This is an optimization exercise on Yosys and OpenROAD, whose aim is small area, not a production implementation. The RTL was checked by simulation tests, not by an equivalence proof against the original design. Power and IR drop assume default switching activity.

## flow/constraint.sdc

```tcl
create_clock -name core_clock -period 25.0 [get_ports {clk}]
set_input_delay 5.0000 -clock core_clock [delete_from_list [all_inputs] [get_ports {clk}]]
set_output_delay 5.0000 -clock core_clock [all_outputs]
set_load 0.01 [all_outputs]
```

## flow/design.v

```verilog
module wspr_enc (
  input  wire       clk,
  input  wire       rst,       
  input  wire       we,        
  input  wire [7:0] addr,      
  input  wire [7:0] wdata,
  output reg  [7:0] rdata      
);
  localparam [31:0] POLY0 = 32'hF2D05351;
  localparam [31:0] POLY1 = 32'hE4613C47;
  localparam [161:0] SYNC = 162'b000110001101011000000011001010000011100010110011011100100100000100010101100011010010010101010110000101100010110011010000001010010000000111101001000111000100000011;
  localparam [1295:0] SRC_TAB = 1296'h55049e4d76258a39621194436c1b802f58079948712085345d0c8f3e67167b2a5201a15079288d3c651497466f1e83325b0a9c4b74238837600f92416a197e2d56059f4e77268b3a631295446d1c813059089a49722186355e0d903f68177c2b5302a04f78278c3b641396456e1d82315a099b4a732287365f0e914069187d2c54039d4c75248938611093426b1a7f2e57069847701f84335c0b8e3d66157a295100;
  localparam [21:0] K_T1  = 22'd4124224;    
  localparam [21:0] K_T2S = 22'd3485762;    
  localparam [21:0] K_T2P = 22'd65;
  localparam [21:0] K_T3  = 22'd63;
  localparam [31:0] SEEDC = 32'hDEADBF80;   
  localparam [2:0] PH_IDLE  = 3'd0,
                   PH_CHECK = 3'd1,
                   PH_NPASS = 3'd2,
                   PH_HINIT = 3'd3,
                   PH_HSTEP = 3'd4,
                   PH_MPASS = 3'd5,
                   PH_CLEAR = 3'd6,
                   PH_CONV  = 3'd7;
  localparam [2:0] E_NONE = 3'd0, E_CHAR = 3'd1, E_CALL = 3'd2, E_CMD = 3'd4;
  localparam [2:0] R0 = 3'd0, R1 = 3'd1, R10 = 3'd2, R18 = 3'd3,
                   R27 = 3'd4, R36 = 3'd5, R37 = 3'd6, R128 = 3'd7;
  localparam [2:0] D_VAL = 3'd0, D_PWR = 3'd1, D_SFX = 3'd2, D_K = 3'd3, D_HC = 3'd4;
  function lt8(input [7:0] a, input [7:0] b);
    integer k;
    reg lt, eq;
    begin
      lt = 1'b0;
      eq = 1'b1;
      for (k = 7; k >= 0; k = k - 1) begin
        lt = lt | (eq & ~a[k] & b[k]);
        eq = eq & ~(a[k] ^ b[k]);
      end
      lt8 = lt;
    end
  endfunction
  function in1n(input [4:0] v, input [4:0] n);
    in1n = (v != 5'd0) && !lt8({3'd0, n}, {3'd0, v});
  endfunction
  function is_digit(input [7:0] b);
    is_digit = (b[7:4] == 4'h3) && (!b[3] || (b[2:1] == 2'b00));
  endfunction
  function is_upper(input [7:0] b);
    is_upper = (b[7:5] == 3'b010) && in1n(b[4:0], 5'd26);
  endfunction
  function [7:0] to_upper(input [7:0] b);
    to_upper = ((b[7:5] == 3'b011) && in1n(b[4:0], 5'd26)) ? {b[7:6], 1'b0, b[4:0]} : b;
  endfunction
  reg [207:0] ob;
  reg         use_sfx;
  wire [7:0]  call_len = ob[8*10 +: 8];
  wire [7:0]  power    = ob[8*11 +: 8];
  wire [7:0]  sfx      = ob[8*25 +: 8];
  reg       busy, done, err;
  reg [2:0] errcode;
  wire [7:0] status = {1'b0, errcode, 1'b0, busy, err, done};
  reg [2:0]  ph;
  reg [6:0]  cnt;
  reg [2:0]  op;
  reg [1:0]  mtype;           
  reg        f_pn, f_lall, f_lpos, f_pfx, f_sp4;
  reg [2:0]  carry;           
  reg [7:1]  dl;              
  reg        hcar;            
  reg [80:0] E, O;            
  reg        M0;              
  integer    i;
  wire sfx_two = (sfx >= 8'd36);
  wire sfx_bad = (sfx > 8'd81);
  wire [3:0] len4 = call_len[3:0];
  wire [3:0] comp_len = use_sfx ? (len4 + (sfx_two ? 4'd3 : 4'd2)) : (len4 + 4'd4);
  wire comp_bad = (comp_len < 4'd3) || (comp_len > 4'd10);
  wire do_shift = (call_len > 8'd2) && is_digit(ob[8*1 +: 8]) && is_upper(ob[8*2 +: 8]);
  reg [3:0] item;
  always @* begin
    item = cnt[3:0];
    if (ph == PH_NPASS) item = {1'b0, op};
    else if (ph == PH_MPASS) begin
      if (mtype == 2'd1)
        case (op)
          3'd0: item = 4'd6;
          3'd1: item = 4'd8;
          3'd2: item = 4'd7;
          default: item = 4'd9;
        endcase
      else
        case (op)
          3'd0: item = 4'd10;
          3'd1: item = 4'd11;
          default: item = 4'd12;
        endcase
    end
  end
  wire it_n   = lt8({4'd0, item}, 8'd6);
  wire it_loc = !it_n && lt8({4'd0, item}, 8'd10);
  wire norm   = it_n && (mtype != 2'd3);
  reg [3:0] ci;
  always @* begin
    case (item[2:0])
      3'd0: ci = do_shift ? 4'd15 : 4'd0;
      3'd1: ci = do_shift ? 4'd0 : 4'd1;
      3'd2: ci = do_shift ? 4'd1 : 4'd2;
      3'd3: ci = do_shift ? 4'd2 : 4'd3;
      3'd4: ci = do_shift ? 4'd3 : 4'd4;
      default: ci = do_shift ? 4'd4 : 4'd5;
    endcase
  end
  wire [1:0] hword = (cnt[6:5] == 2'd0) ? 2'd2 : (cnt[6:5] == 2'd1) ? 2'd0 : 2'd1;
  wire [3:0] hj = {hword, cnt[4:3]};
  reg [4:0] ea;
  always @* begin
    if (ph == PH_HINIT) begin
      if (use_sfx) ea = {1'b0, hj};
      else
        case (hj)
          4'd0: ea = 5'h16;
          4'd1: ea = 5'h17;
          4'd2: ea = 5'h18;
          4'd4: ea = 5'd0;
          4'd5: ea = 5'd1;
          4'd6: ea = 5'd2;
          4'd7: ea = 5'd3;
          4'd8: ea = 5'd4;
          4'd9: ea = 5'd5;
          4'd10: ea = 5'd6;
          4'd11: ea = 5'd7;
          default: ea = 5'd31;
        endcase
    end else if (it_n) begin
      if (mtype == 2'd3)
        case (item[2:0])
          3'd0: ea = 5'h11;
          3'd1: ea = 5'h12;
          3'd2: ea = 5'h13;
          3'd3: ea = 5'h14;
          3'd4: ea = 5'h15;
          default: ea = 5'h10;
        endcase
      else ea = {1'b0, ci};
    end else
      case (item)
        4'd6: ea = 5'h0C;
        4'd7: ea = 5'h0D;
        4'd8: ea = 5'h0E;
        4'd9: ea = 5'h0F;
        4'd10: ea = 5'h16;
        4'd11: ea = 5'h17;
        default: ea = 5'h18;
      endcase
  end
  reg [7:0] eb;
  always @* begin
    eb = 8'h00;
    case (ea)
      5'd0:  eb = ob[8*0 +: 8];
      5'd1:  eb = ob[8*1 +: 8];
      5'd2:  eb = ob[8*2 +: 8];
      5'd3:  eb = ob[8*3 +: 8];
      5'd4:  eb = ob[8*4 +: 8];
      5'd5:  eb = ob[8*5 +: 8];
      5'd6:  eb = ob[8*6 +: 8];
      5'd7:  eb = ob[8*7 +: 8];
      5'd8:  eb = ob[8*8 +: 8];
      5'd9:  eb = ob[8*9 +: 8];
      5'd12: eb = ob[8*12 +: 8];
      5'd13: eb = ob[8*13 +: 8];
      5'd14: eb = ob[8*14 +: 8];
      5'd15: eb = ob[8*15 +: 8];
      5'd16: eb = ob[8*16 +: 8];
      5'd17: eb = ob[8*17 +: 8];
      5'd18: eb = ob[8*18 +: 8];
      5'd19: eb = ob[8*19 +: 8];
      5'd20: eb = ob[8*20 +: 8];
      5'd21: eb = ob[8*21 +: 8];
      5'd22: eb = ob[8*22 +: 8];
      5'd23: eb = ob[8*23 +: 8];
      5'd24: eb = ob[8*24 +: 8];
      default: ;
    endcase
  end
  wire [7:0] x = (norm || it_loc) ? to_upper(eb) : eb;
  wire force_sp = norm && (((item == 4'd0) && do_shift) || !lt8({4'd0, ci}, {4'd0, len4}) ||
                           ((item == 4'd5) && f_sp4));
  wire c_dig = is_digit(x) && !force_sp;
  wire c_up  = is_upper(x) && !force_sp;
  wire c_sp  = norm ? !(c_dig || c_up) : (x == 8'h20);
  wire c_ar  = (x >= 8'h41) && (x <= 8'h52);
  wire sub10 = (it_n && item >= 4'd3) || it_loc;
  reg [5:0] val;
  always @* begin
    if (c_dig)      val = {2'd0, x[3:0]};
    else if (c_sp)  val = sub10 ? 6'd26 : 6'd36;
    else            val = {1'b0, x[4:0]} + (sub10 ? 6'd63 : 6'd9);
    if (it_loc && !f_lall) val = 6'd0;
  end
  wire n_bad = !(c_dig || c_up || c_sp) || ((item == 4'd2) && !c_dig) ||
               ((item >= 4'd3) && c_dig);
  wire l_in  = c_dig || c_ar;
  wire l_pos = (item < 4'd8) ? c_ar : c_dig;
  reg [2:0] r_sel, d_sel;
  reg       d_neg, c_dl7;
  reg [21:0] kconst;
  reg [2:0] last_mop;
  always @* begin
    r_sel = R0; d_sel = D_VAL; d_neg = 1'b0; c_dl7 = 1'b0; kconst = K_T3;
    if (ph == PH_NPASS) begin
      case (op)
        3'd0: r_sel = R0;
        3'd1: r_sel = R36;
        3'd2: r_sel = R10;
        default: r_sel = R27;
      endcase
    end else begin
      case (mtype)
        2'd1: case (op)
          3'd0: begin r_sel = R0;   d_neg = 1'b1; end
          3'd1: begin r_sel = R10;  d_neg = 1'b1; end
          3'd2: r_sel = R18;
          3'd3: r_sel = R10;
          3'd4: begin r_sel = R128; d_sel = D_PWR; end
          default: begin r_sel = R1; d_sel = D_K; kconst = K_T1; end
        endcase
        2'd2: if (use_sfx) case (op)
          3'd0: d_sel = D_SFX;
          3'd1: begin r_sel = R128; d_sel = D_PWR; end
          default: begin r_sel = R1; d_sel = D_K; kconst = K_T2S; end
        endcase else case (op)
          3'd0: r_sel = R0;
          3'd1: r_sel = R37;
          3'd2: r_sel = R37;
          3'd3: begin r_sel = R128; d_sel = D_PWR; end
          default: begin r_sel = R1; d_sel = D_K; kconst = K_T2P; c_dl7 = 1'b1; end
        endcase
        default: case (op)
          3'd0: d_sel = D_HC;
          3'd1: begin r_sel = R128; d_sel = D_PWR; d_neg = 1'b1; end
          default: begin r_sel = R1; d_sel = D_K; end
        endcase
      endcase
    end
    case (mtype)
      2'd1: last_mop = 3'd5;
      2'd2: last_mop = use_sfx ? 3'd2 : 3'd4;
      default: last_mop = 3'd2;
    endcase
  end
  wire       alu_run = (cnt != 7'd0);
  wire [4:0] bix = cnt[4:0] - 5'd1;           
  wire       head = (ph == PH_NPASS) ? O[53] : M0;
  reg        d_raw;
  always @* begin
    case (d_sel)
      D_VAL:   d_raw = (bix < 5'd6) && val[bix[2:0]];
      D_PWR:   d_raw = (bix < 5'd8) && power[bix[2:0]];
      D_SFX:   d_raw = (bix < 5'd8) && sfx[bix[2:0]];
      D_K:     d_raw = kconst[bix];
      default: d_raw = E[49];
    endcase
  end
  wire d_bit = d_raw ^ d_neg;
  reg [2:0] tsum;
  always @* begin
    case (r_sel)
      R1:   tsum = {2'd0, head};
      R10:  tsum = dl[1] + dl[3];
      R18:  tsum = dl[1] + dl[4];
      R27:  tsum = head + dl[1] + dl[3] + dl[4];
      R36:  tsum = dl[2] + dl[5];
      R37:  tsum = head + dl[2] + dl[5];
      R128: tsum = {2'd0, dl[7]};
      default: tsum = 3'd0;
    endcase
  end
  wire [3:0] asum = tsum + d_bit + carry;
  wire       alu_out = asum[0];
  reg [4:0] rot;
  always @* begin
    case (op)
      3'd0: rot = 5'd14;
      3'd1: rot = 5'd11;
      3'd2: rot = 5'd25;
      3'd3: rot = 5'd16;
      3'd4: rot = 5'd4;
      3'd5: rot = 5'd14;
      default: rot = 5'd24;
    endcase
  end
  reg y_rot;
  always @* begin
    case (rot)
      5'd14: y_rot = (cnt[4:0] >= 5'd14) ? E[35] : E[67];
      5'd11: y_rot = (cnt[4:0] >= 5'd11) ? E[38] : E[70];
      5'd25: y_rot = (cnt[4:0] >= 5'd25) ? E[24] : E[56];
      5'd16: y_rot = (cnt[4:0] >= 5'd16) ? E[33] : E[65];
      5'd4:  y_rot = (cnt[4:0] >= 5'd4)  ? E[45] : E[77];
      default: y_rot = (cnt[4:0] >= 5'd24) ? E[25] : E[57];
    endcase
  end
  wire [2:0] sq = (sfx >= 8'd76) ? 3'd4 : (sfx >= 8'd66) ? 3'd3 :
                  (sfx >= 8'd56) ? 3'd2 : (sfx >= 8'd46) ? 3'd1 : 3'd0;
  reg  [6:0] sbase;
  always @* begin
    case (sq)
      3'd0: sbase = 7'd36;
      3'd1: sbase = 7'd46;
      3'd2: sbase = 7'd56;
      3'd3: sbase = 7'd66;
      default: sbase = 7'd76;
    endcase
  end
  wire [6:0] sr  = sfx[6:0] - sbase;
  wire [7:0] st0 = (sfx <= 8'd9)  ? {4'h3, sfx[3:0]} :
                   (sfx <= 8'd35) ? {2'b0, sfx[5:0]} + 8'h37 :
                                    {5'b00110, sq};
  wire [7:0] st1 = {4'h3, sr[3:0]};
  reg [7:0] kb;
  always @* begin
    if (use_sfx) begin
      if (hj < len4)                           kb = eb;
      else if (hj == len4)                     kb = 8'h2F;
      else if (hj == len4 + 4'd1)              kb = st0;
      else if (hj == len4 + 4'd2 && sfx_two)   kb = st1;
      else                                     kb = 8'h00;
    end else begin
      if (hj < 4'd3)                           kb = eb;
      else if (hj == 4'd3)                     kb = 8'h2F;
      else if (hj - 4'd4 < len4)               kb = eb;
      else                                     kb = 8'h00;
    end
  end
  wire [3:0] seed_lo = comp_len + 4'd1;
  wire seed_bit = (cnt[4:0] < 5'd4) ? seed_lo[cnt[1:0]] : SEEDC[cnt[4:0]];
  wire h_init = (ph == PH_HINIT);
  wire h_a    = h_init ? seed_bit : (O[17] ^ E[49]);
  wire h_b    = h_init ? kb[cnt[2:0]] : !y_rot;
  wire h_cin  = (cnt[4:0] == 5'd0) ? !h_init : hcar;
  wire h_out  = h_a ^ h_b ^ h_cin;
  wire h_cout = (h_a & h_b) | (h_a & h_cin) | (h_b & h_cin);
  wire m_conv  = (ph == PH_CONV);
  wire m_clear = (ph == PH_CLEAR);
  wire m_hpass = (ph == PH_MPASS) && (mtype == 2'd3) && (op == 3'd0) && alu_run;
  wire m_hash  = (ph == PH_HINIT) || (ph == PH_HSTEP) || m_hpass;
  wire m_nring = (ph == PH_NPASS) && alu_run;
  wire m_mring = (ph == PH_MPASS) && alu_run;
  wire u       = O[32];
  wire uc      = m_conv && u;
  wire hash_tail = m_hpass ? O[17] : h_out;
  wire pre0 = M0 && POLY0[5'd31 - cnt[4:0]];
  wire pre1 = M0 && POLY1[5'd31 - cnt[4:0]];
  reg [2:0] chk_err;
  always @* begin
    chk_err = E_NONE;
    if (mtype == 2'd0)                    chk_err = E_CMD;
    else if (call_len > 8'd10)            chk_err = E_CALL;
    else if (f_pn)                        chk_err = E_CHAR;
    else begin
      case (mtype)
        2'd1: if (f_lall && !f_lpos) chk_err = E_CHAR;
        2'd2: begin
          if (use_sfx) begin
            if (sfx_bad) chk_err = E_CALL;
          end else if (f_pfx) begin
            chk_err = E_CHAR;
          end
        end
        default: if ((use_sfx && sfx_bad) || comp_bad) chk_err = E_CALL;
      endcase
    end
  end
  wire host_wr = we && !busy;
  wire [7:0] wd = wdata & {8{!rst}};
  always @(posedge clk) begin
    for (i = 0; i < 26; i = i + 1)
      if (rst || (host_wr && addr == i)) ob[8*i +: 8] <= wd;
    if (rst || (host_wr && addr == 8'h1A)) use_sfx <= wd[0];
  end
  always @(posedge clk) begin
    if (rst) begin
      busy    <= 1'b0;
      done    <= 1'b0;
      err     <= 1'b0;
      errcode <= E_NONE;
      ph      <= PH_IDLE;
    end else begin
      cnt <= cnt + 7'd1;
      case (ph)
        PH_IDLE: begin
          if (host_wr && addr == 8'h1B) begin
            mtype   <= (wdata[7:2] == 6'd0) ? wdata[1:0] : 2'd0;
            busy    <= 1'b1;
            done    <= 1'b0;
            err     <= 1'b0;
            errcode <= E_NONE;
            f_pn    <= 1'b0;
            f_lall  <= 1'b1;
            f_lpos  <= 1'b1;
            f_pfx   <= 1'b0;
            cnt     <= 7'd0;
            ph      <= PH_CHECK;
          end
        end
        PH_CHECK: begin
          if (it_n) begin
            if (n_bad) f_pn <= 1'b1;
            if (item == 4'd4) f_sp4 <= c_sp;
          end else if (it_loc) begin
            if (!l_in)  f_lall <= 1'b0;
            if (!l_pos) f_lpos <= 1'b0;
          end else if (cnt != 7'd13 && !(c_dig || c_up || c_sp)) begin
            f_pfx <= 1'b1;
          end
          if (cnt == 7'd13) begin
            cnt <= 7'd0;
            op  <= 3'd0;
            if (chk_err != E_NONE) begin
              busy    <= 1'b0;
              done    <= 1'b1;
              err     <= 1'b1;
              errcode <= chk_err;
              ph      <= PH_IDLE;
            end else begin
              ph <= PH_NPASS;
            end
          end
        end
        PH_NPASS: begin
          if (cnt == 7'd28) begin
            cnt <= 7'd0;
            op  <= op + 3'd1;
            if (op == 3'd5) begin
              op <= 3'd0;
              ph <= (mtype == 2'd3) ? PH_HINIT : PH_MPASS;
            end
          end
        end
        PH_HINIT: begin
          if (cnt == 7'd95) begin
            cnt <= 7'd0;
            ph  <= PH_HSTEP;
          end
        end
        PH_HSTEP: begin
          if (cnt == 7'd31) begin
            cnt <= 7'd0;
            op  <= op + 3'd1;
            if (op == 3'd6) begin
              op <= 3'd0;
              ph <= PH_MPASS;
            end
          end
        end
        PH_MPASS: begin
          if (cnt == 7'd22) begin
            cnt <= 7'd0;
            op  <= op + 3'd1;
            if (op == last_mop) ph <= PH_CLEAR;
          end
        end
        PH_CLEAR: begin
          if (cnt == 7'd31) begin
            cnt <= 7'd0;
            ph  <= PH_CONV;
          end
        end
        default: begin   
          if (cnt == 7'd48) begin
            busy <= 1'b0;
            done <= 1'b1;
            ph   <= PH_IDLE;
          end
        end
      endcase
    end
  end
  always @(posedge clk) begin
    if (ph == PH_NPASS || ph == PH_MPASS) begin
      if (!alu_run) begin
        carry <= d_neg ? 3'd1 : (c_dl7 ? {2'd0, dl[7]} : 3'd0);
        dl    <= 7'd0;
      end else begin
        carry <= asum[3:1];
        dl    <= {dl[6:1], head};
      end
    end
    hcar <= h_cout;
  end
  always @(posedge clk) begin
    if (m_conv || m_clear || m_hash) begin
      for (i = 0; i < 31; i = i + 1)
        E[i] <= E[i+1] ^ (uc && POLY0[31-i]);
      E[31] <= m_hash ? E[32] : (m_conv ? (u && POLY0[0]) : pre0);
    end
    if (m_conv || m_hash) begin
      for (i = 32; i < 80; i = i + 1)
        E[i] <= E[i+1];
      E[80] <= m_conv ? E[0] : hash_tail;
    end
    if (m_conv || m_clear) begin
      for (i = 0; i < 17; i = i + 1)
        O[i] <= O[i+1] ^ (uc && POLY1[31-i]);
    end
    if (m_conv || m_clear || m_hash) begin
      for (i = 17; i < 31; i = i + 1)
        O[i] <= O[i+1] ^ (uc && POLY1[31-i]);
      O[31] <= m_hash ? E[0] : (m_conv ? (u && POLY1[0]) : pre1);
    end
    if (m_conv || m_mring) begin
      for (i = 32; i < 52; i = i + 1)
        O[i] <= O[i+1];
      O[52] <= m_conv ? O[53] : alu_out;
    end
    if (m_conv || m_nring) begin
      for (i = 53; i < 80; i = i + 1)
        O[i] <= O[i+1];
      O[80] <= m_conv ? O[0] : alu_out;
    end
    if (m_mring)
      M0 <= O[32];
  end
  wire [31:0] lo = 32'd1 << addr[4:0];
  wire [7:0]  hi = 8'd1 << addr[7:5];
  reg  [7:0]  rd_g0;           
  always @* begin
    rd_g0 = 8'h00;
    for (i = 0; i < 26; i = i + 1)
      rd_g0 = rd_g0 | (ob[8*i +: 8] & {8{lo[i]}});
    rd_g0 = rd_g0 | ({7'd0, use_sfx} & {8{lo[26]}}) | (status & {8{lo[28]}});
  end
  wire [255:0] symb, syncb;
  assign symb[0] = 1'b0; assign syncb[0] = 1'b0;
  assign symb[1] = 1'b0; assign syncb[1] = 1'b0;
  assign symb[2] = 1'b0; assign syncb[2] = 1'b0;
  assign symb[3] = 1'b0; assign syncb[3] = 1'b0;
  assign symb[4] = 1'b0; assign syncb[4] = 1'b0;
  assign symb[5] = 1'b0; assign syncb[5] = 1'b0;
  assign symb[6] = 1'b0; assign syncb[6] = 1'b0;
  assign symb[7] = 1'b0; assign syncb[7] = 1'b0;
  assign symb[8] = 1'b0; assign syncb[8] = 1'b0;
  assign symb[9] = 1'b0; assign syncb[9] = 1'b0;
  assign symb[10] = 1'b0; assign syncb[10] = 1'b0;
  assign symb[11] = 1'b0; assign syncb[11] = 1'b0;
  assign symb[12] = 1'b0; assign syncb[12] = 1'b0;
  assign symb[13] = 1'b0; assign syncb[13] = 1'b0;
  assign symb[14] = 1'b0; assign syncb[14] = 1'b0;
  assign symb[15] = 1'b0; assign syncb[15] = 1'b0;
  assign symb[16] = 1'b0; assign syncb[16] = 1'b0;
  assign symb[17] = 1'b0; assign syncb[17] = 1'b0;
  assign symb[18] = 1'b0; assign syncb[18] = 1'b0;
  assign symb[19] = 1'b0; assign syncb[19] = 1'b0;
  assign symb[20] = 1'b0; assign syncb[20] = 1'b0;
  assign symb[21] = 1'b0; assign syncb[21] = 1'b0;
  assign symb[22] = 1'b0; assign syncb[22] = 1'b0;
  assign symb[23] = 1'b0; assign syncb[23] = 1'b0;
  assign symb[24] = 1'b0; assign syncb[24] = 1'b0;
  assign symb[25] = 1'b0; assign syncb[25] = 1'b0;
  assign symb[26] = 1'b0; assign syncb[26] = 1'b0;
  assign symb[27] = 1'b0; assign syncb[27] = 1'b0;
  assign symb[28] = 1'b0; assign syncb[28] = 1'b0;
  assign symb[29] = 1'b0; assign syncb[29] = 1'b0;
  assign symb[30] = 1'b0; assign syncb[30] = 1'b0;
  assign symb[31] = 1'b0; assign syncb[31] = 1'b0;
  assign symb[32] = E[31]; assign syncb[32] = 1'b1;
  assign symb[33] = O[72]; assign syncb[33] = 1'b1;
  assign symb[34] = O[11]; assign syncb[34] = 1'b0;
  assign symb[35] = E[51]; assign syncb[35] = 1'b0;
  assign symb[36] = O[21]; assign syncb[36] = 1'b0;
  assign symb[37] = E[61]; assign syncb[37] = 1'b0;
  assign symb[38] = O[1]; assign syncb[38] = 1'b0;
  assign symb[39] = E[41]; assign syncb[39] = 1'b0;
  assign symb[40] = O[26]; assign syncb[40] = 1'b1;
  assign symb[41] = E[66]; assign syncb[41] = 1'b0;
  assign symb[42] = O[6]; assign syncb[42] = 1'b0;
  assign symb[43] = E[46]; assign syncb[43] = 1'b0;
  assign symb[44] = O[16]; assign syncb[44] = 1'b1;
  assign symb[45] = E[56]; assign syncb[45] = 1'b1;
  assign symb[46] = O[77]; assign syncb[46] = 1'b1;
  assign symb[47] = E[36]; assign syncb[47] = 1'b0;
  assign symb[48] = E[28]; assign syncb[48] = 1'b0;
  assign symb[49] = O[69]; assign syncb[49] = 1'b0;
  assign symb[50] = E[8]; assign syncb[50] = 1'b1;
  assign symb[51] = O[49]; assign syncb[51] = 1'b0;
  assign symb[52] = E[18]; assign syncb[52] = 1'b0;
  assign symb[53] = O[59]; assign syncb[53] = 1'b1;
  assign symb[54] = E[79]; assign syncb[54] = 1'b0;
  assign symb[55] = O[39]; assign syncb[55] = 1'b1;
  assign symb[56] = E[23]; assign syncb[56] = 1'b1;
  assign symb[57] = O[64]; assign syncb[57] = 1'b1;
  assign symb[58] = E[3]; assign syncb[58] = 1'b1;
  assign symb[59] = O[44]; assign syncb[59] = 1'b0;
  assign symb[60] = E[13]; assign syncb[60] = 1'b0;
  assign symb[61] = O[54]; assign syncb[61] = 1'b0;
  assign symb[62] = E[74]; assign syncb[62] = 1'b0;
  assign symb[63] = O[34]; assign syncb[63] = 1'b0;
  assign symb[64] = O[30]; assign syncb[64] = 1'b0;
  assign symb[65] = E[70]; assign syncb[65] = 1'b0;
  assign symb[66] = E[9]; assign syncb[66] = 1'b1;
  assign symb[67] = O[50]; assign syncb[67] = 1'b0;
  assign symb[68] = E[19]; assign syncb[68] = 1'b0;
  assign symb[69] = O[60]; assign syncb[69] = 1'b1;
  assign symb[70] = E[80]; assign syncb[70] = 1'b0;
  assign symb[71] = O[40]; assign syncb[71] = 1'b1;
  assign symb[72] = E[24]; assign syncb[72] = 1'b0;
  assign symb[73] = O[65]; assign syncb[73] = 1'b0;
  assign symb[74] = E[4]; assign syncb[74] = 1'b0;
  assign symb[75] = O[45]; assign syncb[75] = 1'b0;
  assign symb[76] = E[14]; assign syncb[76] = 1'b0;
  assign symb[77] = O[55]; assign syncb[77] = 1'b0;
  assign symb[78] = E[75]; assign syncb[78] = 1'b1;
  assign symb[79] = O[35]; assign syncb[79] = 1'b0;
  assign symb[80] = O[27]; assign syncb[80] = 1'b1;
  assign symb[81] = E[67]; assign syncb[81] = 1'b1;
  assign symb[82] = O[7]; assign syncb[82] = 1'b0;
  assign symb[83] = E[47]; assign syncb[83] = 1'b0;
  assign symb[84] = O[17]; assign syncb[84] = 1'b1;
  assign symb[85] = E[57]; assign syncb[85] = 1'b1;
  assign symb[86] = O[78]; assign syncb[86] = 1'b0;
  assign symb[87] = E[37]; assign syncb[87] = 1'b1;
  assign symb[88] = O[22]; assign syncb[88] = 1'b0;
  assign symb[89] = E[62]; assign syncb[89] = 1'b0;
  assign symb[90] = O[2]; assign syncb[90] = 1'b0;
  assign symb[91] = E[42]; assign syncb[91] = 1'b1;
  assign symb[92] = O[12]; assign syncb[92] = 1'b1;
  assign symb[93] = E[52]; assign syncb[93] = 1'b0;
  assign symb[94] = O[73]; assign syncb[94] = 1'b1;
  assign symb[95] = E[32]; assign syncb[95] = 1'b0;
  assign symb[96] = E[30]; assign syncb[96] = 1'b0;
  assign symb[97] = O[71]; assign syncb[97] = 1'b0;
  assign symb[98] = O[10]; assign syncb[98] = 1'b0;
  assign symb[99] = E[50]; assign syncb[99] = 1'b1;
  assign symb[100] = O[20]; assign syncb[100] = 1'b1;
  assign symb[101] = E[60]; assign syncb[101] = 1'b0;
  assign symb[102] = O[0]; assign syncb[102] = 1'b1;
  assign symb[103] = E[40]; assign syncb[103] = 1'b0;
  assign symb[104] = O[25]; assign syncb[104] = 1'b1;
  assign symb[105] = E[65]; assign syncb[105] = 1'b0;
  assign symb[106] = O[5]; assign syncb[106] = 1'b1;
  assign symb[107] = E[45]; assign syncb[107] = 1'b0;
  assign symb[108] = O[15]; assign syncb[108] = 1'b1;
  assign symb[109] = E[55]; assign syncb[109] = 1'b0;
  assign symb[110] = O[76]; assign syncb[110] = 1'b0;
  assign symb[111] = E[35]; assign syncb[111] = 1'b1;
  assign symb[112] = E[27]; assign syncb[112] = 1'b0;
  assign symb[113] = O[68]; assign syncb[113] = 1'b0;
  assign symb[114] = E[7]; assign syncb[114] = 1'b1;
  assign symb[115] = O[48]; assign syncb[115] = 1'b0;
  assign symb[116] = E[17]; assign syncb[116] = 1'b1;
  assign symb[117] = O[58]; assign syncb[117] = 1'b1;
  assign symb[118] = E[78]; assign syncb[118] = 1'b0;
  assign symb[119] = O[38]; assign syncb[119] = 1'b0;
  assign symb[120] = E[22]; assign syncb[120] = 1'b0;
  assign symb[121] = O[63]; assign syncb[121] = 1'b1;
  assign symb[122] = E[2]; assign syncb[122] = 1'b1;
  assign symb[123] = O[43]; assign syncb[123] = 1'b0;
  assign symb[124] = E[12]; assign syncb[124] = 1'b1;
  assign symb[125] = O[53]; assign syncb[125] = 1'b0;
  assign symb[126] = E[73]; assign syncb[126] = 1'b1;
  assign symb[127] = O[33]; assign syncb[127] = 1'b0;
  assign symb[128] = O[29]; assign syncb[128] = 1'b0;
  assign symb[129] = E[69]; assign syncb[129] = 1'b0;
  assign symb[130] = O[9]; assign syncb[130] = 1'b1;
  assign symb[131] = E[49]; assign syncb[131] = 1'b0;
  assign symb[132] = O[19]; assign syncb[132] = 1'b0;
  assign symb[133] = E[59]; assign syncb[133] = 1'b0;
  assign symb[134] = O[80]; assign syncb[134] = 1'b0;
  assign symb[135] = E[39]; assign syncb[135] = 1'b0;
  assign symb[136] = O[24]; assign syncb[136] = 1'b1;
  assign symb[137] = E[64]; assign syncb[137] = 1'b0;
  assign symb[138] = O[4]; assign syncb[138] = 1'b0;
  assign symb[139] = E[44]; assign syncb[139] = 1'b1;
  assign symb[140] = O[14]; assign syncb[140] = 1'b0;
  assign symb[141] = E[54]; assign syncb[141] = 1'b0;
  assign symb[142] = O[75]; assign syncb[142] = 1'b1;
  assign symb[143] = E[34]; assign syncb[143] = 1'b1;
  assign symb[144] = E[26]; assign syncb[144] = 1'b1;
  assign symb[145] = O[67]; assign syncb[145] = 1'b0;
  assign symb[146] = E[6]; assign syncb[146] = 1'b1;
  assign symb[147] = O[47]; assign syncb[147] = 1'b1;
  assign symb[148] = E[16]; assign syncb[148] = 1'b0;
  assign symb[149] = O[57]; assign syncb[149] = 1'b0;
  assign symb[150] = E[77]; assign syncb[150] = 1'b1;
  assign symb[151] = O[37]; assign syncb[151] = 1'b1;
  assign symb[152] = E[21]; assign syncb[152] = 1'b0;
  assign symb[153] = O[62]; assign syncb[153] = 1'b1;
  assign symb[154] = E[1]; assign syncb[154] = 1'b0;
  assign symb[155] = O[42]; assign syncb[155] = 1'b0;
  assign symb[156] = E[11]; assign syncb[156] = 1'b0;
  assign symb[157] = O[52]; assign syncb[157] = 1'b1;
  assign symb[158] = E[72]; assign syncb[158] = 1'b1;
  assign symb[159] = O[32]; assign syncb[159] = 1'b1;
  assign symb[160] = O[31]; assign syncb[160] = 1'b0;
  assign symb[161] = E[71]; assign syncb[161] = 1'b0;
  assign symb[162] = E[10]; assign syncb[162] = 1'b0;
  assign symb[163] = O[51]; assign syncb[163] = 1'b0;
  assign symb[164] = E[20]; assign syncb[164] = 1'b0;
  assign symb[165] = O[61]; assign syncb[165] = 1'b1;
  assign symb[166] = E[0]; assign syncb[166] = 1'b0;
  assign symb[167] = O[41]; assign syncb[167] = 1'b1;
  assign symb[168] = E[25]; assign syncb[168] = 1'b0;
  assign symb[169] = O[66]; assign syncb[169] = 1'b0;
  assign symb[170] = E[5]; assign syncb[170] = 1'b1;
  assign symb[171] = O[46]; assign syncb[171] = 1'b1;
  assign symb[172] = E[15]; assign syncb[172] = 1'b0;
  assign symb[173] = O[56]; assign syncb[173] = 1'b0;
  assign symb[174] = E[76]; assign syncb[174] = 1'b0;
  assign symb[175] = O[36]; assign syncb[175] = 1'b0;
  assign symb[176] = O[28]; assign syncb[176] = 1'b0;
  assign symb[177] = E[68]; assign syncb[177] = 1'b0;
  assign symb[178] = O[8]; assign syncb[178] = 1'b0;
  assign symb[179] = E[48]; assign syncb[179] = 1'b1;
  assign symb[180] = O[18]; assign syncb[180] = 1'b1;
  assign symb[181] = E[58]; assign syncb[181] = 1'b0;
  assign symb[182] = O[79]; assign syncb[182] = 1'b1;
  assign symb[183] = E[38]; assign syncb[183] = 1'b0;
  assign symb[184] = O[23]; assign syncb[184] = 1'b1;
  assign symb[185] = E[63]; assign syncb[185] = 1'b1;
  assign symb[186] = O[3]; assign syncb[186] = 1'b0;
  assign symb[187] = E[43]; assign syncb[187] = 1'b0;
  assign symb[188] = O[13]; assign syncb[188] = 1'b0;
  assign symb[189] = E[53]; assign syncb[189] = 1'b1;
  assign symb[190] = O[74]; assign syncb[190] = 1'b1;
  assign symb[191] = E[33]; assign syncb[191] = 1'b0;
  assign symb[192] = E[29]; assign syncb[192] = 1'b0;
  assign symb[193] = O[70]; assign syncb[193] = 1'b0;
  assign symb[194] = 1'b0; assign syncb[194] = 1'b0;
  assign symb[195] = 1'b0; assign syncb[195] = 1'b0;
  assign symb[196] = 1'b0; assign syncb[196] = 1'b0;
  assign symb[197] = 1'b0; assign syncb[197] = 1'b0;
  assign symb[198] = 1'b0; assign syncb[198] = 1'b0;
  assign symb[199] = 1'b0; assign syncb[199] = 1'b0;
  assign symb[200] = 1'b0; assign syncb[200] = 1'b0;
  assign symb[201] = 1'b0; assign syncb[201] = 1'b0;
  assign symb[202] = 1'b0; assign syncb[202] = 1'b0;
  assign symb[203] = 1'b0; assign syncb[203] = 1'b0;
  assign symb[204] = 1'b0; assign syncb[204] = 1'b0;
  assign symb[205] = 1'b0; assign syncb[205] = 1'b0;
  assign symb[206] = 1'b0; assign syncb[206] = 1'b0;
  assign symb[207] = 1'b0; assign syncb[207] = 1'b0;
  assign symb[208] = 1'b0; assign syncb[208] = 1'b0;
  assign symb[209] = 1'b0; assign syncb[209] = 1'b0;
  assign symb[210] = 1'b0; assign syncb[210] = 1'b0;
  assign symb[211] = 1'b0; assign syncb[211] = 1'b0;
  assign symb[212] = 1'b0; assign syncb[212] = 1'b0;
  assign symb[213] = 1'b0; assign syncb[213] = 1'b0;
  assign symb[214] = 1'b0; assign syncb[214] = 1'b0;
  assign symb[215] = 1'b0; assign syncb[215] = 1'b0;
  assign symb[216] = 1'b0; assign syncb[216] = 1'b0;
  assign symb[217] = 1'b0; assign syncb[217] = 1'b0;
  assign symb[218] = 1'b0; assign syncb[218] = 1'b0;
  assign symb[219] = 1'b0; assign syncb[219] = 1'b0;
  assign symb[220] = 1'b0; assign syncb[220] = 1'b0;
  assign symb[221] = 1'b0; assign syncb[221] = 1'b0;
  assign symb[222] = 1'b0; assign syncb[222] = 1'b0;
  assign symb[223] = 1'b0; assign syncb[223] = 1'b0;
  assign symb[224] = 1'b0; assign syncb[224] = 1'b0;
  assign symb[225] = 1'b0; assign syncb[225] = 1'b0;
  assign symb[226] = 1'b0; assign syncb[226] = 1'b0;
  assign symb[227] = 1'b0; assign syncb[227] = 1'b0;
  assign symb[228] = 1'b0; assign syncb[228] = 1'b0;
  assign symb[229] = 1'b0; assign syncb[229] = 1'b0;
  assign symb[230] = 1'b0; assign syncb[230] = 1'b0;
  assign symb[231] = 1'b0; assign syncb[231] = 1'b0;
  assign symb[232] = 1'b0; assign syncb[232] = 1'b0;
  assign symb[233] = 1'b0; assign syncb[233] = 1'b0;
  assign symb[234] = 1'b0; assign syncb[234] = 1'b0;
  assign symb[235] = 1'b0; assign syncb[235] = 1'b0;
  assign symb[236] = 1'b0; assign syncb[236] = 1'b0;
  assign symb[237] = 1'b0; assign syncb[237] = 1'b0;
  assign symb[238] = 1'b0; assign syncb[238] = 1'b0;
  assign symb[239] = 1'b0; assign syncb[239] = 1'b0;
  assign symb[240] = 1'b0; assign syncb[240] = 1'b0;
  assign symb[241] = 1'b0; assign syncb[241] = 1'b0;
  assign symb[242] = 1'b0; assign syncb[242] = 1'b0;
  assign symb[243] = 1'b0; assign syncb[243] = 1'b0;
  assign symb[244] = 1'b0; assign syncb[244] = 1'b0;
  assign symb[245] = 1'b0; assign syncb[245] = 1'b0;
  assign symb[246] = 1'b0; assign syncb[246] = 1'b0;
  assign symb[247] = 1'b0; assign syncb[247] = 1'b0;
  assign symb[248] = 1'b0; assign syncb[248] = 1'b0;
  assign symb[249] = 1'b0; assign syncb[249] = 1'b0;
  assign symb[250] = 1'b0; assign syncb[250] = 1'b0;
  assign symb[251] = 1'b0; assign syncb[251] = 1'b0;
  assign symb[252] = 1'b0; assign syncb[252] = 1'b0;
  assign symb[253] = 1'b0; assign syncb[253] = 1'b0;
  assign symb[254] = 1'b0; assign syncb[254] = 1'b0;
  assign symb[255] = 1'b0; assign syncb[255] = 1'b0;
  reg sym_bit, sync_bit;
  always @* begin
    sym_bit = 1'b0;
    sync_bit = 1'b0;
    for (i = 1; i < 8; i = i + 1) begin
      sym_bit  = sym_bit  | (hi[i] & |(symb[32*i +: 32] & lo));
      sync_bit = sync_bit | (hi[i] & |(syncb[32*i +: 32] & lo));
    end
  end
  wire [7:0] rd_mux = hi[0] ? rd_g0 : {6'd0, sym_bit, sync_bit};
  always @(posedge clk)
    rdata <= rd_mux;
endmodule
```

## flow/config.mk

```make
export PLATFORM = sky130hd
export DESIGN_NAME = wspr_enc
export DESIGN_NICKNAME = wspr_enc
export VERILOG_FILES = /design/flow/design.v
export SDC_FILE = /design/flow/constraint.sdc
export NUM_CORES = 4
export LEC_CHECK = 0
export ABC_AREA = 1
export CAP_MARGIN = 20
export CORE_MARGIN = 2
export CORE_UTILIZATION = 40
export CTS_BUF_LIST = sky130_fd_sc_hd__clkbuf_4
export CTS_CLUSTER_DIAMETER = 45
export CTS_CLUSTER_SIZE = 10
export PLACE_DENSITY = 0.6
export SLEW_MARGIN = 20
```

## flow/run.sh

```bash
#!/bin/bash
# synth_recipe.tcl (not shown) runs the flow's synth.tcl, then flattens the netlist and writes it again
# the make line also repeats each setting of config.mk as NAME=value (left out here)
make -C /OpenROAD-flow-scripts/flow DESIGN_CONFIG=/design/flow/config.mk WORK_HOME=/design/flow/orfs CLKGATE_MAP_FILE= SYNTH_SCRIPT=/design/flow/synth_recipe.tcl finish
```

==> results of run 1 <==
[worst max-delay path, delay by kind of cell]
| kind | cells | cell delay, ps |
|---|---|---|
| buffers and inverters | 5 | 1190 |
| AO/OA/AOI/OAI | 9 | 2040 |
| AND/OR/NAND/NOR | 9 | 880 |
[cell families (layout without fill, tap and decap cells)]
kind of cell / after synthesis / after routing / share of synthesized area
fa+ha+maj: 59 / 59 / 0.0345
flops: 417 / 417 / 0.538
buf+inv: 368 / 483 / 0.0635
compound gates: 425 / 425 / 0.120
other cells: 0 / 1 / 0
simple gates: 1131 / 1131 / 0.225
xor+xnor: 48 / 48 / 0.0183
[power groups by stage]
stage	combinational [mW]	sequential [mW]	clock [mW]
floorplan	0.381	0.828	0
global placement	0.540	0.850	0
detailed placement	0.547	0.848	0
CTS	0.549	0.833	0.469
global route	0.609	0.836	0.498
finish	0.562	0.835	0.461
[synth_stat cells, drive strengths merged, types with 17 or more instances]
cell / n
nand2: 555
edfxtp: 399
inv: 292
nor2: 278
nand3: 153
o21ai: 140
a21oi: 92
nand4: 86
a221oi: 55
ha: 52
clkbuf: 50
xor2: 43
nor3: 35
buf: 22
dfxtp: 18
a22oi: 17
[sequential cells by signal, indices dropped and copies added (netlist names), 7 cells and up]
name and count:
E 81, O 81, cnt 7, rdata 8
ob 208, dl 7
[per-stage QoR]
| stage | hold slack (ps) | instances |
|---|---|---|
| 2_1_floorplan | 422 | 2448 |
| 3_3_place_gp | 429 | 3213 |
| 3_5_place_dp | 432 | 3213 |
| 4_1_cts | 452 | 3318 |
| 5_1_grt | 459 | 3320 |
| 6_report | 450 | 3320 |
[layout by cell type, fill, tap and decap left out, types with 7 or more instances in the layout]
| master | count |
|---|---|
| a2111oi_0 | 8 |
| a211oi_1 | 7 |
| a21oi_1 | 90 |
| a221oi_1 | 55 |
| a22o_1 | 15 |
| a22oi_1 | 17 |
| a31oi_1 | 11 |
| buf_4 | 55 |
| clkbuf_4 | 73 |
| clkdlybuf4s50_1 | 26 |
| clkinv_1 | 10 |
| dfxtp_1 | 18 |
| edfxtp_1 | 399 |
| fa_1 | 7 |
| ha_1 | 52 |
| inv_1 | 264 |
| inv_2 | 24 |
| nand2_1 | 524 |
| nand2_2 | 22 |
| nand2_4 | 8 |
| nand3_1 | 141 |
| nand3_2 | 9 |
| nand4_1 | 84 |
| nor2_1 | 237 |
| nor2_2 | 21 |
| nor2_4 | 18 |
| nor3_1 | 34 |
| nor4_1 | 12 |
| o2111ai_1 | 14 |
| o211ai_1 | 14 |
| o21ai_0 | 121 |
| o21ai_1 | 16 |
| o22ai_1 | 13 |
| o41ai_1 | 7 |
| xor2_1 | 43 |
[layer usage]
layer / track usage / vias to the layer above
met5: 0 / -
met4: 0.129 / 0
met3: 0.0604 / 207
met2: 0.449 / 1237
met1: 0.424 / 9658
li1: - / 8777
[cell type report]
type / instances / share of cell area
Antenna cell: 1 / 0.0000994
Inverter: 296 / 0.0445
Timing Repair Buffer: 82 / 0.0273
Tap cell: 756 / 0.0376
Multi-Input combinational cell: 1663 / 0.366
Clock inverter: 32 / 0.0122
Sequential cell: 417 / 0.490
Clock buffer: 73 / 0.0218
[how the worst min path moves through the flow]
stage	start	end	cells past startpoint	slack [ps]
after CTS	E[53]$_DFFE_PP_	E[52]$_DFFE_PP_	0	450
after detailed placement	O[76]$_DFFE_PP_	O[75]$_DFFE_PP_	0	430
after floorplan	O[68]$_DFFE_PP_	O[67]$_DFFE_PP_	0	420
after global placement	E[27]$_DFFE_PP_	E[26]$_DFFE_PP_	0	430
after global routing	O[33]$_DFFE_PP_	O[32]$_DFFE_PP_	0	460
final	O[59]$_DFFE_PP_	O[58]$_DFFE_PP_	0	450
==> results.ini, run 1 <==
[critical_path]
path_class=input port to register
crit_end=rdata[1]$_DFF_P_
rrSetupSlack_ps=17020
cp-end-kind=register
cp.arrival_ps=9100
r2r_start=ob[82]$_DFFE_PP_
required_ps=25690
critPathLaunch=addr[2]
critPathLaunchType=input port
worstPathCellList=clkdlybuf4s50_1 -> nor2_1 -> inv_1 -> nor2_1 -> inv_1 -> nor2_1 -> buf_4 -> inv_1 -> nor2_1 -> a221oi_1 -> nand4_1 -> a2111oi_0 -> o21ai_0 -> a21oi_1 -> nand3_1 -> a21oi_1 -> nand4_1 -> a221oi_1 -> nand3_1 -> a21oi_1 -> nand2_1 -> a21oi_1 -> a32oi_1
cp_slowest_cell=clkdlybuf4s50_1
timing.rr.end=carry[0]$_DFFE_PP_
ff2ff_path_depth=42
path_max_fanout=10
max_stage_delay_ps=580

[cells_and_area]
post-route-util=0.446
drive_above_1_share=0.110
syn_to_final_growth_pct=9.82
multi_input_comb_area_mm2=0.00922
final_area_mm2=0.0252
final_nets=2599
fill_cells=5467
regArea_mm2=0.0123

[placement]
place_congestion=1.01
pre_cts_ws_ps=15840
dp_hpwl_mm=68.1
io_buffer_count=26
dpl_cell_area_mm2=0.0243

[power]
p_comb_frac=0.303
power_frac_seq=0.449
p_total_mw=1.86
p_sw_uw=713
p_leak_nw=9.75
pwr-share-clk=0.248
switching_share=0.384
ir_worst_vdd_uv=52.4
powerDensity_mw_per_mm2=73.8
power.internal_mw=1.14

[die]
dieHeight_um=243
die-area_mm2=0.0592
start_util=0.406
num_rows=87
ios=27
die_w_um=243
core-area_mm2=0.0565

[clock_network]
numCtsBuffers=61
clk_latency_ps=910
path_clk_slew_ps=110
cts_max_level=2
post_cts_buffers=0
cts_max_path_buffers=3
post_cts_resized=0
cts-root-buf=clkbuf_4
cts_tree=yes
holdBufCountCts=0
clock-sinks=417

[sta]
fin_crit_ps=8410
tns_ps=0
final_critical_path_setup_slack_ps=16590
final-setup-viol-count=0
post-route-period-util=0.337
max_freq_mhz=119
slew_violations=0
tightest_slew_ps=1170
hold_violations=0
clock_skew_ps=105
rsz0062_at_grt=false
slew_headroom=0.213

[routing]
wl_met1_mm=38.1
vias=19879
drc=0
vias_per_cell=5.99
first_iter_violations=2778
met3_length_mm=9.26
detail_route.first_pass.iterations=6
met2_length_mm=38.8
wl_per_cell_um=27.2
highest_layer=met4
drtAntennaViolNets=0
routed_wl_mm=90.2

[global_routing]
grt_pass1_vias=18881
track_usage=0.300
grt_overflow_total=0
antenna_found_initial=5
grt_pass1_wl_mm=130
grt_max_degree=50

[logic_synthesis]
synth_cell_types=65
seq_area_frac_synth=0.538
synthArstFlopShare=0
synth_top_area_frac=0.523
syn-cell-area_mm2=0.0229
synth_nets=2526
synth_edf_count=399
synth-seq-cells=417
syn_avg_cell_area_um2=9.36
synth-main-ff-cell=edfxtp_1
ys.warnings.count=1
synthCells=2448
yosys-top-cells-area=edfxtp_1 (52%), nand2_1 (8.6%), inv_1 (4.3%)
yosysTopAreaCell=edfxtp_1

[job]
maxCapViolCount=0

[worst_hold_path]
min_path_type=register to register

[outcome]
outcome=complete, no violations

==> inputs of run 2 (changes only) <==
==> flow/flow/run.sh (new file) <==
#!/bin/bash
# Standard layout, with clock tree synthesis told not to add dummy loads.
set -e
export CTS_ARGS="-sink_clustering_enable -repair_clock_nets -buf_list sky130_fd_sc_hd__clkbuf_4 -sink_clustering_size 10 -sink_clustering_max_diameter 45 -dont_use_dummy_load"
bash standard.sh > standard.log 2>&1
==> flow/standard.sh (new file) <==
#!/bin/bash
# synth_recipe.tcl (not shown) runs the flow's synth.tcl, then flattens the netlist and writes it again
# the make line also repeats each setting of config.mk as NAME=value (left out here)
make -C /OpenROAD-flow-scripts/flow DESIGN_CONFIG=/design/flow/config.mk WORK_HOME=/design/flow/orfs CLKGATE_MAP_FILE= SYNTH_SCRIPT=/design/flow/synth_recipe.tcl "${@:-finish}"
removed: flow/run.sh
==> results.ini, run 2 <==
[job]
maxCapViolCount=0

[cells_and_area]
final_nets=2599
largest_reg_flops=208
fill_cells=5472
final_area_mm2=0.0248
layout_commonest_cell=nand2_1
layout_common_cells=nand2_1 (524), edfxtp_1 (399), inv_1 (264), nor2_1 (237), nand3_1 (141)
regArea_mm2=0.0123
top_register=ob
drive_above_1_share=0.0973
multi_input_comb_area_mm2=0.00922
reg_top3=ob x208, E x81, O x81
syn_to_final_growth_pct=8.08

[critical_path]
cp.arrival_ps=9030
path_max_fanout=10
required_ps=25640
critPathLaunchType=input port
cp-end-kind=register
path_class=input port to register

[logic_synthesis]
yosys-top-cells-area=edfxtp_1 (52%), nand2_1 (8.6%), inv_1 (4.3%)
synthCells=2448
seq_area_frac_synth=0.538
synth-seq-cells=417
yosysTopAreaCell=edfxtp_1
syn-cell-area_mm2=0.0229
synth_top_area_frac=0.523
syn_avg_cell_area_um2=9.36
synthTopCellsByCount=nand2_1 (525), edfxtp_1 (399), inv_1 (264)
synth_nets=2526
yosysMostFrequentCell=nand2_1
synth-main-ff-cell=edfxtp_1
synth_edf_count=399
ys.warnings.count=1
synth_cell_types=65
synthArstFlopShare=0

[routing]
wl_per_cell_um=27.5
drtAntennaViolNets=0
vias=19816
first_iter_violations=2694
drc=0
detail_route.first_pass.iterations=8
routed_wl_mm=90.2
vias_per_cell=6.05

[sta]
hold_violations=0
fin_crit_ps=8390
slew_headroom=0.223
rsz0062_at_grt=false
post-route-period-util=0.335
final-setup-viol-count=0
tightest_slew_ps=1160
tns_ps=0
hold_slack_ps=437
slew_violations=0
max_freq_mhz=119
clock_skew_ps=152
final_critical_path_setup_slack_ps=16610

[worst_hold_path]
min_path_type=register to register

[placement]
dp_hpwl_mm=68.1
io_buffer_count=26
dpl_cell_area_mm2=0.0243
pre_cts_ws_ps=15840
place_congestion=1.01

[clock_network]
cts_tree=yes
path_clk_slew_ps=100
cts-root-buf=clkbuf_4
clock-sinks=417
numCtsBuffers=61
post_cts_resized=0
post_cts_buffers=0
cts_max_path_buffers=3
clk_latency_ps=890
cts_max_level=2
holdBufCountCts=0

[die]
die-area_mm2=0.0592
num_rows=87
ios=27
dieHeight_um=243
die_w_um=243
start_util=0.406
core-area_mm2=0.0565

[global_routing]
grt_overflow_total=0
grt_pass1_wl_mm=130
antenna_found_initial=6
grt_max_degree=50
track_usage=0.300
grt_pass1_vias=18831

[power]
p_total_mw=1.74
powerDensity_mw_per_mm2=70.2
p_leak_nw=9.56
ir_worst_vdd_uv=52.5

[outcome]
outcome=complete, no violations

==> run 2: power breakdown <==
group / internal, mW / switching (mW)
Combinational: 0.158 / 0.406
Clock: 0.110 / 0.231
Sequential: 0.800 / 0.0352
==> run 2: worst paths after layout <==
kind / end / cells past startpoint / slack (ps) / start
worst max-delay path: rdata[1]$_DFF_P_ / 23 / 16610 / addr[2]
worst min-delay path: E[75]$_DFFE_PP_ / 0 / 440 / E[76]$_DFFE_PP_
worst max register to register: carry[0]$_DFFE_PP_ / 44 / 16890 / ob[82]$_DFFE_PP_
worst min register to register: E[75]$_DFFE_PP_ / 0 / 440 / E[76]$_DFFE_PP_
==> run 2: worst max-delay path, cell delays in order <==
cell and delay, ps:
clkdlybuf4s50_1 580, nor2_1 80, inv_1 110, nor2_1 90, inv_1 80, nor2_1 40, buf_4 200, inv_1 220
nor2_1 70, a221oi_1 260, nand4_1 190, a2111oi_0 320, o21ai_0 150, a21oi_1 290, nand3_1 110, a21oi_1 150
nand4_1 100, a221oi_1 210, nand3_1 130, a21oi_1 140, nand2_1 60, a21oi_1 300, a32oi_1 150
==> run 2: cells by family (layout without fill, tap and decap cells) <==
family / count (synthesis) / in the layout / share of synthesized area
flops: 417 / 417 / 0.538
other cells: 0 / 1 / 0
compound gates: 425 / 425 / 0.120
simple gates: 1131 / 1131 / 0.225
xor+xnor: 48 / 48 / 0.0183
buf+inv: 368 / 439 / 0.0635
fa+ha+maj: 59 / 59 / 0.0345
==> run 2: final cells by class <==
cell class / instances / area share
sequential: 417 / 0.498
multi-input combinational: 1663 / 0.372
inverter: 296 / 0.0453
tap: 756 / 0.0382
timing repair buffer: 82 / 0.0278
clock buffer: 61 / 0.0185
antenna: 1 / 0.000101
==> run 2: through the flow <==
stage | std cells | utilization
finish | 3276 | 0.439
global placement | 3213 | 0.430
floorplan | 2448 | -
CTS | 3274 | 0.438
global route | 3276 | 0.439
detailed placement | 3213 | 0.430
==> run 2: metal layers <==
metal	track usage	part of all wire	up-vias
met3	0.0589	0.11	215
met1	0.423	0.42	9630
met4	0.125	0.044	2
li1	-	-	8735
met5	0	0.00010	-
met2	0.451	0.43	1234
==> inputs of run 3 (changes only) <==
--- a/flow/design.v
+++ b/flow/design.v
@@ -57,14 +57,14 @@
   wire [7:0]  call_len = ob[8*10 +: 8];
   wire [7:0]  power    = ob[8*11 +: 8];
   wire [7:0]  sfx      = ob[8*25 +: 8];
-  reg       busy, done, err;
+  reg       busy, done;
   reg [2:0] errcode;
-  wire [7:0] status = {1'b0, errcode, 1'b0, busy, err, done};
+  wire [7:0] status = {1'b0, errcode, 1'b0, busy, (errcode != E_NONE), done};
   reg [2:0]  ph;
-  reg [6:0]  cnt;
+  reg [5:0]  cnt;
   reg [2:0]  op;
   reg [1:0]  mtype;           
-  reg        f_pn, f_lall, f_lpos, f_pfx, f_sp4;
+  reg        f_pn, f_lall, f_lpos, f_sp4;
   reg [2:0]  carry;           
   reg [7:1]  dl;              
   reg        hcar;            
@@ -111,7 +111,7 @@
       default: ci = do_shift ? 4'd4 : 4'd5;
     endcase
   end
-  wire [1:0] hword = (cnt[6:5] == 2'd0) ? 2'd2 : (cnt[6:5] == 2'd1) ? 2'd0 : 2'd1;
+  wire [1:0] hword = (op[1:0] == 2'd0) ? 2'd2 : (op[1:0] == 2'd1) ? 2'd0 : 2'd1;
   wire [3:0] hj = {hword, cnt[4:3]};
   reg [4:0] ea;
   always @* begin
@@ -250,7 +250,7 @@
       default: last_mop = 3'd2;
     endcase
   end
-  wire       alu_run = (cnt != 7'd0);
+  wire       alu_run = (cnt != 6'd0);
   wire [4:0] bix = cnt[4:0] - 5'd1;           
   wire       head = (ph == PH_NPASS) ? O[53] : M0;
   reg        d_raw;
@@ -363,11 +363,7 @@
       case (mtype)
         2'd1: if (f_lall && !f_lpos) chk_err = E_CHAR;
         2'd2: begin
-          if (use_sfx) begin
-            if (sfx_bad) chk_err = E_CALL;
-          end else if (f_pfx) begin
-            chk_err = E_CHAR;
-          end
+          if (use_sfx && sfx_bad) chk_err = E_CALL;
         end
         default: if ((use_sfx && sfx_bad) || comp_bad) chk_err = E_CALL;
       endcase
@@ -384,24 +380,21 @@
     if (rst) begin
       busy    <= 1'b0;
       done    <= 1'b0;
-      err     <= 1'b0;
       errcode <= E_NONE;
       ph      <= PH_IDLE;
     end else begin
-      cnt <= cnt + 7'd1;
+      cnt <= cnt + 6'd1;
       case (ph)
         PH_IDLE: begin
           if (host_wr && addr == 8'h1B) begin
             mtype   <= (wdata[7:2] == 6'd0) ? wdata[1:0] : 2'd0;
             busy    <= 1'b1;
             done    <= 1'b0;
-            err     <= 1'b0;
-            errcode <= E_NONE;
+                  errcode <= E_NONE;
             f_pn    <= 1'b0;
             f_lall  <= 1'b1;
             f_lpos  <= 1'b1;
-            f_pfx   <= 1'b0;
-            cnt     <= 7'd0;
+            cnt     <= 6'd0;
             ph      <= PH_CHECK;
           end
         end
@@ -412,16 +405,15 @@
           end else if (it_loc) begin
             if (!l_in)  f_lall <= 1'b0;
             if (!l_pos) f_lpos <= 1'b0;
-          end else if (cnt != 7'd13 && !(c_dig || c_up || c_sp)) begin
-            f_pfx <= 1'b1;
+          end else if (cnt != 6'd13 && mtype == 2'd2 && !use_sfx && !(c_dig || c_up || c_sp)) begin
+            f_pn <= 1'b1;    
           end
-          if (cnt == 7'd13) begin
-            cnt <= 7'd0;
+          if (cnt == 6'd13) begin
+            cnt <= 6'd0;
             op  <= 3'd0;
             if (chk_err != E_NONE) begin
               busy    <= 1'b0;
               done    <= 1'b1;
-              err     <= 1'b1;
               errcode <= chk_err;
               ph      <= PH_IDLE;
             end else begin
@@ -430,8 +422,8 @@
           end
         end
         PH_NPASS: begin
-          if (cnt == 7'd28) begin
-            cnt <= 7'd0;
+          if (cnt == 6'd28) begin
+            cnt <= 6'd0;
             op  <= op + 3'd1;
             if (op == 3'd5) begin
               op <= 3'd0;
@@ -440,14 +432,18 @@
           end
         end
         PH_HINIT: begin
-          if (cnt == 7'd95) begin
-            cnt <= 7'd0;
-            ph  <= PH_HSTEP;
+          if (cnt == 6'd31) begin
+            cnt <= 6'd0;
+            op  <= op + 3'd1;
+            if (op == 3'd2) begin
+              op <= 3'd0;
+              ph <= PH_HSTEP;
+            end
           end
         end
         PH_HSTEP: begin
-          if (cnt == 7'd31) begin
-            cnt <= 7'd0;
+          if (cnt == 6'd31) begin
+            cnt <= 6'd0;
             op  <= op + 3'd1;
             if (op == 3'd6) begin
               op <= 3'd0;
@@ -456,20 +452,20 @@
           end
         end
         PH_MPASS: begin
-          if (cnt == 7'd22) begin
-            cnt <= 7'd0;
+          if (cnt == 6'd22) begin
+            cnt <= 6'd0;
             op  <= op + 3'd1;
             if (op == last_mop) ph <= PH_CLEAR;
           end
         end
         PH_CLEAR: begin
-          if (cnt == 7'd31) begin
-            cnt <= 7'd0;
+          if (cnt == 6'd31) begin
+            cnt <= 6'd0;
             ph  <= PH_CONV;
           end
         end
         default: begin   
-          if (cnt == 7'd48) begin
+          if (cnt == 6'd48) begin
             busy <= 1'b0;
             done <= 1'b1;
             ph   <= PH_IDLE;
@@ -482,7 +478,7 @@
     if (ph == PH_NPASS || ph == PH_MPASS) begin
       if (!alu_run) begin
         carry <= d_neg ? 3'd1 : (c_dl7 ? {2'd0, dl[7]} : 3'd0);
-        dl    <= 7'd0;
+        dl    <= 6'd0;
       end else begin
         carry <= asum[3:1];
         dl    <= {dl[6:1], head};
==> flow/flow/run.sh (replaced) <==
#!/bin/bash
# Standard layout, with clock tree synthesis told not to add dummy loads.
set -e
export CTS_ARGS="-sink_clustering_enable -repair_clock_nets -buf_list sky130_fd_sc_hd__clkbuf_8 -sink_clustering_size 16 -sink_clustering_max_diameter 50 -dont_use_dummy_load"
bash standard.sh > standard.log 2>&1
--- a/flow/config.mk
+++ b/flow/config.mk
@@ -9,8 +9,6 @@
 export CAP_MARGIN = 20
 export CORE_MARGIN = 2
 export CORE_UTILIZATION = 40
-export CTS_BUF_LIST = sky130_fd_sc_hd__clkbuf_4
-export CTS_CLUSTER_DIAMETER = 45
-export CTS_CLUSTER_SIZE = 10
+export GPL_TIMING_DRIVEN = 0
 export PLACE_DENSITY = 0.6
 export SLEW_MARGIN = 20
==> results.ini, run 3 <==
[outcome]
outcome=complete, no violations

[routing]
drtAntennaViolNets=0
wl_per_cell_um=26.2
drc=0
detail_route.first_pass.iterations=5
routed_wl_mm=85.1
vias=19248
first_iter_violations=2515
vias_per_cell=5.94

[logic_synthesis]
synthTopCellsByCount=nand2_1 (551), edfxtp_1 (397), inv_1 (287)
synthArstFlopShare=0
ys.warnings.count=1
synth_nets=2492
synth-seq-cells=414
yosysMostFrequentCell=nand2_1
synth_cell_types=68
synth_edf_count=397
yosys-top-cells-area=edfxtp_1 (53%), nand2_1 (9.2%), inv_1 (4.8%)
synth-main-ff-cell=edfxtp_1
syn_avg_cell_area_um2=9.33
yosysTopAreaCell=edfxtp_1
syn-cell-area_mm2=0.0225
synth_top_area_frac=0.529
synthCells=2413
seq_area_frac_synth=0.545

[sta]
fin_crit_ps=9830
tns_ps=0
hold_violations=0
clock_skew_ps=80.9
post-route-period-util=0.393
max_freq_mhz=102
slew_violations=0
slew_headroom=0.256
rsz0062_at_grt=false
tightest_slew_ps=1110
final-setup-viol-count=0

[critical_path]
required_ps=25460
critPathTopFamily=compound AO/OA/AOI/OAI gates
cp-end-kind=register
max_stage_delay_ps=780
critPathLaunchType=input port
cp_common_cell=nand4_1
path_class=input port to register
cp.arrival_ps=10290
worstPathCellList=clkdlybuf4s50_1 -> buf_1 -> nor2_1 -> clkbuf_1 -> inv_1 -> o21ai_0 -> a21oi_1 -> nand4_1 -> a2111oi_0 -> o211ai_1 -> a221oi_1 -> nand4_1 -> a211oi_1 -> o2111ai_1
cp_slowest_cell=a2111oi_0
path_max_fanout=10
critPathBufInv=4

[global_routing]
grt_pass1_wl_mm=123
grt_overflow_total=0
grt_max_degree=50
track_usage=0.294
grt_pass1_vias=18014
antenna_found_initial=2

[cells_and_area]
syn_to_final_growth_pct=9.19
layout_commonest_cell=nand2_1
drive_above_1_share=0.0626
final_nets=2575
layout.cells.non_filler=3243
reg_top3=ob x208, E x81, O x81
final_area_mm2=0.0246
top_register=ob
largest_reg_flops=208
layout_common_cells=nand2_1 (549), edfxtp_1 (397), inv_1 (287), nor2_1 (228), nand3_1 (128)

[clock_network]
path_clk_slew_ps=110
cts_max_level=2
numCtsBuffers=47
cts-root-buf=clkbuf_8
post_cts_buffers=0
cts_tree=yes
post_cts_resized=0
clk_latency_ps=690
cts_max_path_buffers=3
holdBufCountCts=0
clock-sinks=414

[die]
start_util=0.406
die_w_um=241
num_rows=86
core-area_mm2=0.0554
die-area_mm2=0.0582
dieHeight_um=241
ios=27

[placement]
dp_hpwl_mm=64.6
place_congestion=1.01
dpl_cell_area_mm2=0.0239
dp_cells=3195
io_buffer_count=25

[job]
maxCapViolCount=0

[power]
p_leak_nw=9.59
powerDensity_mw_per_mm2=120
ir_worst_vdd_uv=64.8

[worst_hold_path]
min_path_type=register to register

[run 3: changes by cell type in the layout (fill, tap and decap cells not counted), moves of 11 or more]
cell,previous run,this run
a21oi_1,90,67
buf_2,0,17
buf_4,55,8
clkbuf_1,0,46
clkbuf_4,61,0
clkbuf_8,0,47
inv_1,264,287
nand2_1,524,549
nand3_1,141,128
nand4_1,84,73
o21ai_0,121,104
[run 3: cells by family after synthesis]
logic type               after synthesis  share of synthesized area
buffers and inverters                382                     0.0656
AO/OA/AOI/OAI                        415                      0.125
adder cells (fa/ha/maj)               60                     0.0357
AND/OR/NAND/NOR                     1090                      0.209
flip-flops                           414                      0.545
multiplexers                           2                   0.000945
XOR/XNOR                              50                     0.0194
[run 3: final timing paths]
check	cells past startpoint	startpoint	slack (ps)	to
hold / removal	0	O[33]$_DFFE_PP_	410	O[32]$_DFFE_PP_
setup / recovery	14	addr[4]	15170	rdata[1]$_DFF_P_
setup reg to reg	48	op[0]$_DFFE_PP_	16730	carry[1]$_SDFFCE_PP0P_
hold reg to reg	0	O[33]$_DFFE_PP_	410	O[32]$_DFFE_PP_
[run 3: routing by layer]
metal / wire (um) / up-vias / global-route usage
li1: - / 8602 / -
met1: 35100 / 9343 / 0.407
met2: 38000 / 1112 / 0.460
met3: 8510 / 189 / 0.0570
met4: 3480 / 2 / 0.109
met5: 16 / - / 0
[run 3: report_power, final]
group          switching, mW  leakage, nW  internal (mW)  total [mW]
clock                  0.239        0.338          0.166       0.405
sequential            0.0838         4.02          0.916        1.00
combinational           1.12         5.24          0.433        1.55
total                   1.44         9.59           1.51        2.96
[run 3: final cells by class]
cell class                      count  area (um2)
Buffer                             71         310
Inverter                          311        1170
Antenna cell                        1        2.50
Sequential cell                   414       12300
Clock buffer                       47         647
Multi-Input combinational cell   1617        8890
Fill cell                        5347       30800
Tap cell                          748         936
Timing Repair Buffer               34         372
[run 3: per-stage QoR]
step | setup slack (ps) | util | hold slack (ps) | power, mW
floorplan | 17850 | - | 422 | 1.98
global route | 15390 | 0.444 | 412 | 3.12
CTS | 15490 | 0.444 | 404 | 2.92
finish | 15170 | 0.444 | 407 | 2.96
detailed placement | 14810 | 0.432 | 435 | 2.52
global placement | 14780 | 0.428 | 429 | 2.49

## port drivers added, routing unchanged
Ports are ideal in the flow. The routed layouts listed here were re-timed in OpenROAD.
Step 1, drivers: a clkbuf_16 drives clk and a buf_2 each remaining input, both assumed.
Step 2 moves the port delays by t, midway between the first and last clock arrival at a register: inputs arrive t later, outputs are due t later. That takes back most of the time a late clock gives input paths.
Slacks: no drivers / after step 1 / after step 2; pairs: no drivers / after step 1.
| run | shift t [ns] | setup slack, ns | slew at the worst register clock pin (ns) | worst data-port slew with drivers (ns) |
|---|---|---|---|---|
| run 1 | 0.909 | 16.585 / 16.612 / 15.703 | 0.12 / 0.12 | 0.04 |
| run 2 | 0.868 | 16.613 / 16.643 / 15.775 | 0.12 / 0.12 | 0.04 |
| run 3 | 0.701 | 15.171 / 15.200 / 14.500 | 0.11 / 0.11 | 0.04 |
After both steps every run listed still meets setup and hold. For run 1, which loses most, drivers alone change the setup slack by +0.027 ns; drivers and shift together by -0.882 ns.
